From an optimization exercise on the open Yosys and OpenROAD flow, aimed at small area, a short achievable clock period and few clock cycles; shortcuts taken in it are not production practice. Only simulation tests tie the RTL to the original design; equivalence was not proved. No activity file was given, so power comes from the tool's default toggle rates.

v24:
Design fpc_compress, start of the top module:
module fpc_compress (
    input  wire        clk,
    input  wire        rst,           
    input  wire        start,
    input  wire        cfg_w8,        
    output wire        start_ready,
    input  wire        in_valid,
    output wire        in_ready,
    input  wire [63:0] in_data,
    input  wire        in_last,
    output reg         out_valid,
    input  wire        out_ready,
    output reg  [63:0] out_data,
    output reg  [3:0]  out_bytes,
    output reg         out_last
);
==> flow/config.mk <==
export PLATFORM = sky130hd
export DESIGN_NAME = fpc_compress
export DESIGN_NICKNAME = fpc_compress
export VERILOG_FILES = /design/flow/design.v
export SDC_FILE = /design/flow/constraint.sdc
export NUM_CORES = 4
export LEC_CHECK = 0
export CAP_MARGIN = 20
export CORE_MARGIN = 2
export CORE_UTILIZATION = 40
export PLACE_DENSITY = 0.6
export SLEW_MARGIN = 20
==> flow/constraint.sdc <==
create_clock -name core_clock -period 11.0 [get_ports {clk}]
set_input_delay 2.2000 -clock core_clock [delete_from_list [all_inputs] [get_ports {clk}]]
set_output_delay 2.2000 -clock core_clock [all_outputs]
set_load 0.01 [all_outputs]
standard.sh (not shown) runs the stock make flow with config.mk's settings and CLKGATE_MAP_FILE= SYNTH_SCRIPT=/design/flow/synth_recipe.tcl, a recipe that flattens the netlist after the stock synthesis.
==> flow/flow/run.sh <==
#!/bin/bash
set -euo pipefail
bash standard.sh SETUP_SLACK_MARGIN=7.5 finish > standard.log 2>&1
v24 finished end to end and its layout was clean on timing, DRC and antenna.
Testbench counts of v24, summed over its fixed seeds: cycles 8,120.
Input changes introduced in v35 (baseline for comparison: v24):
-- flow/design.v --
<<< v24, line 47
            act      <= act_nx;
            pad_pend <= pad_nx;
            in_rdy_r <= act_nx && !stall_nx;
            st_rdy_r <= !act_nx && !(pad_nx && stall_nx);
            if (start_go) begin
>>> v35, line 47
            act      <= act_nx;
            pad_pend <= pad_nx;
            in_rdy_r <= act_nx && !stall_nx && !(i_vld_nx && i_fin_nx);
            st_rdy_r <= !act_nx && !(pad_nx && stall_nx);
            if (start_go) begin
<<< v24, line 228
    wire hdr_go = run && b_vld && b_first;
    wire a_go   = run && b_vld && b_e2;
    wire bb_sel = b_pend && (s_tl != 4'd0);
    wire bb_go  = run && bb_sel;
    wire ch_go  = hdr_go || a_go || bb_go;
    wire both   = bb_go && s_fin && hdr_go;
    wire b_gt8  = ({2'b00, tb} + {1'b0, s_tl}) > 5'd8;
    wire [23:0] hdr3 = {BYTE_ORDER, LEVEL, b_w8 ? 8'd8 : 8'd4};
    reg [71:0] ch;
    reg [3:0]  ch_len;
    reg        ch_fin;
    always @(*) begin
        if (bb_sel) begin
            ch     = {8'd0, s_x};
            ch_len = s_tl;
>>> v35, line 228
    wire hdr_go = run && b_vld && b_first;
    wire a_go   = run && b_vld && b_e2;
    wire bb_go  = run && b_pend && (s_tl != 4'd0);
    wire ch_go  = hdr_go || a_go || bb_go;
    reg [71:0] ch;
    reg [3:0]  ch_len;
    reg        ch_fin;
    always @(*) begin
        if (b_pend) begin
            ch     = {8'd0, s_x};
            ch_len = s_tl;
<<< v24, line 247
            ch_fin = b_fin && (tzf[7] || tzd[7]);
        end else begin
            ch     = {48'd0, hdr3};
            ch_len = 4'd3;
            ch_fin = 1'b0;
>>> v35, line 243
            ch_fin = b_fin && (tzf[7] || tzd[7]);
        end else begin
            ch     = {48'd0, BYTE_ORDER, LEVEL, b_w8 ? 8'd8 : 8'd4};
            ch_len = 4'd3;
            ch_fin = 1'b0;
<<< v24, line 253
    end
    reg [63:0] wd [0:2];
    reg [63:0] od;            
    reg [2:0]  full, lastf;
    reg [3:0]  nb [0:2];
>>> v35, line 249
    end
    reg [63:0] wd [0:2];
    reg [2:0]  full, lastf;
    reg [3:0]  nb [0:2];
<<< v24, line 262
    always @(*) begin
        out_valid = full[0];
        out_data  = od;
        out_bytes = nb[0];
        out_last  = lastf[0];
>>> v35, line 257
    always @(*) begin
        out_valid = full[0];
        out_data  = wd[0];
        out_bytes = nb[0];
        out_last  = lastf[0];
<<< v24, line 344
                if (hi_full) begin nb0[k] = hi_nb; lf0[k] = hi_last; end
            end
            if (both && (b_gt8 ? tw + 2'd2 == k : tw + 2'd1 == k))
                x0[k][23:0] = hdr3;
            x1[k]  = (k < 2) ? wd[k + 1] : wd[k];
            nb1[k] = (k < 2) ? nb[k + 1] : nb[k];
>>> v35, line 339
                if (hi_full) begin nb0[k] = hi_nb; lf0[k] = hi_last; end
            end
            x1[k]  = (k < 2) ? wd[k + 1] : wd[k];
            nb1[k] = (k < 2) ? nb[k + 1] : nb[k];
<<< v24, line 358
                if (hi_full) begin nb1[k] = hi_nb; lf1[k] = hi_last; end
            end
            if (both && (b_gt8 ? tw + 2'd1 == k : tw == k))
                x1[k][23:0] = hdr3;
        end
    end
>>> v35, line 351
                if (hi_full) begin nb1[k] = hi_nb; lf1[k] = hi_last; end
            end
        end
    end
<<< v24, line 367
    wire [1:0] tw_11 = tw + pk1[16:15] - 2'd1;
    wire [1:0] tw_nx = ch_fin ? (emit ? tw_11 : tw_10) : (emit ? tw_01 : tw_00);
    wire both_nx = run ? (b_vld && b_e2 && b_fin && a_vld && a_first)
                       : (b_pend && s_fin && b_vld && b_first);
    wire [2:0] tb_a   = tb + 3'd1 + s_tl[2:0];
    wire [3:0] room_a = 4'd8 - {1'b0, tb_a};
    wire       b_fits = run ? (tl <= room_a) : !b_gt8;
    assign stall_nx = tw_nx[1] ||
                      (both_nx && tw_nx != 2'd0 && !(tw_nx == 2'd1 && b_fits));
    always @(posedge clk) begin
        for (k = 0; k < 3; k = k + 1) begin
>>> v35, line 358
    wire [1:0] tw_11 = tw + pk1[16:15] - 2'd1;
    wire [1:0] tw_nx = ch_fin ? (emit ? tw_11 : tw_10) : (emit ? tw_01 : tw_00);
    assign stall_nx = tw_nx[1];
    always @(posedge clk) begin
        for (k = 0; k < 3; k = k + 1) begin
<<< v24, line 381
        end
    end
    always @(posedge clk)
        od <= (tw_nx != 2'd0) ? (emit ? x1[0] : x0[0]) : 64'd0;
    always @(posedge clk) begin
        if (rst) begin
>>> v35, line 366
        end
    end
    always @(posedge clk) begin
        if (rst) begin
<<< v24, line 394
        end else begin
            tw      <= tw_nx;
            tb      <= both ? 3'd3 : tb_nx;
            tb_oh   <= both ? 8'h08 : 8'd1 << tb_nx;
            tb_ge   <= both ? 8'hf8 : 8'hff << tb_nx;
            stall_r <= stall_nx;
            if (run)
>>> v35, line 377
        end else begin
            tw      <= tw_nx;
            tb      <= tb_nx;
            tb_oh   <= 8'd1 << tb_nx;
            tb_ge   <= 8'hff << tb_nx;
            stall_r <= stall_nx;
            if (run)
==> comparison <==
Looking at setup slack across both flows, v35 is the stronger of the two, with v24 trailing.
Source of the critical timing path: wd[0][57]$_DFFE_PP_ -> v35, s_tl[1]$_DFFE_PP_ -> v24
Synthesized netlist cell count for v35 is lower than for v24.
Delta (v35 minus v24): overall die area -6400 sq um, clock share of power +1.1 points.
Comparing v35 and v24, area of all sequential standard cells is lower on v35.
Testbench counts of v35, summed over its fixed seeds: cycles 8,162.

* * *

run A:
Another version of the RTL of fpc_compress (not shown whole).
Size in the first run: roughly 8,500 cells after synthesis, about 2,900 flip-flops, about 140 I/O pins, roughly 120,000 um^2 of cells after synthesis.
clock: 11.0 ns
lec_check: 0
cap_margin: 20
core_margin: 2
core_utilization: 40
place_density: 0.6
slew_margin: 20
==> flow/flow/run.sh <==
#!/bin/bash
set -euo pipefail
bash standard.sh SETUP_SLACK_MARGIN=7 finish > standard.log 2>&1
Testbench counts of run A, summed over its fixed seeds: cycles 8,120.
Input changes introduced in run B (baseline for comparison: run A):
--- a/flow/design.v
+++ b/flow/design.v
@@ -38,23 +38,23 @@
     wire i_fin_nx = run ? (pad_go || (in_go && in_last && par)) : i_fin;
     always @(posedge clk) begin
         if (rst) begin
             act      <= 1'b0;
             pad_pend <= 1'b0;
             i_vld    <= 1'b0;
             in_rdy_r <= 1'b0;
             st_rdy_r <= 1'b1;
         end else begin
             act      <= act_nx;
             pad_pend <= pad_nx;
-            in_rdy_r <= act_nx && !stall_nx;
+            in_rdy_r <= act_nx && !stall_nx && !(i_vld_nx && i_fin_nx);
             st_rdy_r <= !act_nx && !(pad_nx && stall_nx);
             if (start_go) begin
                 w8_cur     <= cfg_w8;
                 par        <= 1'b0;
                 first_pend <= 1'b1;
             end
             if (in_go) begin
                 par        <= !par;
                 first_pend <= 1'b0;
             end
             i_vld <= i_vld_nx;
@@ -219,41 +219,38 @@
             s_f    <= sel_d;
             s_fin  <= b_fin;
             s_code <= code;
             s_tl   <= tl;
             s_x    <= res;
         end
     end
     reg b_pend;
     integer j;
     wire hdr_go = run && b_vld && b_first;
     wire a_go   = run && b_vld && b_e2;
-    wire bb_sel = b_pend && (s_tl != 4'd0);
-    wire bb_go  = run && bb_sel;
+    wire bb_go  = run && b_pend && (s_tl != 4'd0);
     wire ch_go  = hdr_go || a_go || bb_go;
-    wire both   = bb_go && s_fin && hdr_go;
-    wire [23:0] hdr3 = {BYTE_ORDER, LEVEL, b_w8 ? 8'd8 : 8'd4};
     reg [71:0] ch;
     reg [3:0]  ch_len;
     reg        ch_fin;
     always @(*) begin
-        if (bb_sel) begin
+        if (b_pend) begin
             ch     = {8'd0, s_x};
             ch_len = s_tl;
             ch_fin = s_fin;
         end else if (b_e2) begin
             ch     = {s_x, 8'd0};    
             ch_len = s_tl + 4'd1;
             ch_fin = b_fin && (tzf[7] || tzd[7]);
         end else begin
-            ch     = {48'd0, hdr3};
+            ch     = {48'd0, BYTE_ORDER, LEVEL, b_w8 ? 8'd8 : 8'd4};
             ch_len = 4'd3;
             ch_fin = 1'b0;
         end
     end
     reg [63:0] wd [0:2];
     reg [2:0]  full, lastf;
     reg [3:0]  nb [0:2];
     reg [1:0]  tw;
     reg [2:0]  tb;
     always @(*) begin
         out_valid = full[0];
@@ -314,63 +311,55 @@
             nb0[k] = nb[k];
             lf0[k] = lastf[k];
             if (ch_go && tw == k) begin
                 for (j = 0; j < 8; j = j + 1)
                     if (j >= tb) x0[k][8*j +: 8] = win[8*j +: 8];
                 if (lo_full) begin nb0[k] = lo_nb; lf0[k] = lo_last; end
             end
             if (ch_go && tw + 2'd1 == k) begin
                 x0[k] = win[127:64];
                 if (hi_full) begin nb0[k] = hi_nb; lf0[k] = hi_last; end
             end
-            if (both && tw + adv == k)
-                x0[k][23:0] = hdr3;
             x1[k]  = (k < 2) ? wd[k + 1] : wd[k];
             nb1[k] = (k < 2) ? nb[k + 1] : nb[k];
             lf1[k] = (k < 2) ? lastf[k + 1] : lastf[k];
             if (ch_go && tw == k + 1) begin
                 for (j = 0; j < 8; j = j + 1)
                     if (j >= tb) x1[k][8*j +: 8] = win[8*j +: 8];
                 if (lo_full) begin nb1[k] = lo_nb; lf1[k] = lo_last; end
             end
             if (ch_go && tw == k) begin
                 x1[k] = win[127:64];
                 if (hi_full) begin nb1[k] = hi_nb; lf1[k] = hi_last; end
             end
-            if (both && tw + adv == k + 1)
-                x1[k][23:0] = hdr3;
         end
     end
     wire [1:0] tw_nx0 = tw + adv;
     wire [1:0] tw_nx1 = tw + adv - 2'd1;
     wire [1:0] tw_nx  = emit ? tw_nx1 : tw_nx0;
-    wire both_nx = run ? (b_vld && b_e2 && b_fin && a_vld && a_first)
-                       : (b_pend && s_fin && b_vld && b_first);
-    wire [4:0] sum_nx = run ? {2'b00, tb_nx} + {1'b0, tl} : sum;
-    assign stall_nx = tw_nx[1] ||
-                      (both_nx && tw_nx != 2'd0 && !(tw_nx == 2'd1 && sum_nx <= 5'd8));
+    assign stall_nx = tw_nx[1];
     always @(posedge clk) begin
         for (k = 0; k < 3; k = k + 1) begin
             wd[k]    <= emit ? x1[k]  : x0[k];
             nb[k]    <= emit ? nb1[k] : nb0[k];
             lastf[k] <= emit ? lf1[k] : lf0[k];
         end
     end
     always @(posedge clk) begin
         if (rst) begin
             full    <= 3'b000;
             tw      <= 2'd0;
             tb      <= 3'd0;
             stall_r <= 1'b0;
             b_pend  <= 1'b0;
         end else begin
             tw      <= tw_nx;
-            tb      <= both ? 3'd3 : tb_nx;
+            tb      <= tb_nx;
             stall_r <= stall_nx;
             if (run)
                 b_pend <= a_go;
             full[0] <= (tw_nx != 2'd0);
             full[1] <= tw_nx[1];
             full[2] <= (tw_nx == 2'd3);
         end
     end
 endmodule
### Flow results
Peak ir drop on the vdd network for run B is higher than for run A. Run B ended with less number of cells on the critical path than run A. Run B: post-route worst setup slack is 0.88 ns higher than what run A reported. Compared run A against run B; combinational power within noise. In the reports for run A and run B, the larger core utilization of the finished layout belongs to run A. Run B has multi-input combinational cell count below what run A had. Run B against run A: clock skew went down 0.017 ns, via count lower. Initial antenna violation count: run B < run A. Run A ended up with fa_2 as its standard cell with the maximum stage delay on the critical path; run B ended up with clkdlybuf4s50_1. Final total power: run B vs run A down about 0.4%.
Testbench counts of run B, summed over its fixed seeds: cycles 8,162.

## what the ideal ports hide
The results above use ideal ports. As a check the final layouts listed here were re-extracted and re-timed, cells and wires unchanged.
Step 1, drivers: a clkbuf_16 drives clk and a buf_2 each remaining input, both assumed.
Step 2 times the ports against the registers' clock, not the clock port: input delays grow and output delays shrink by t, the midpoint of the rising clock arrivals with the driver on.
a / b / c = ideal ports / drivers / drivers and shift; a / b = the first two.
run | t, ns | slack for setup (ns) | latest minus earliest clock arrival (ns) | worst register clock-pin slew, ns
v24 | 0.954 | 6.483 / 6.483 / 6.479 | 0.105 / 0.105 | 0.07 / 0.07
v35 | 0.927 | 7.259 / 7.169 / 6.652 | 0.102 / 0.102 | 0.07 / 0.07
run A | 0.962 | 6.184 / 6.184 / 6.104 | 0.102 / 0.101 | 0.07 / 0.07
run B | 0.958 | 7.061 / 6.954 / 6.209 | 0.077 / 0.078 | 0.07 / 0.07
After both steps every run listed still meets setup and hold. The setup slack of run B, which loses most, moves by -0.107 ns with the drivers and by -0.852 ns with both steps.
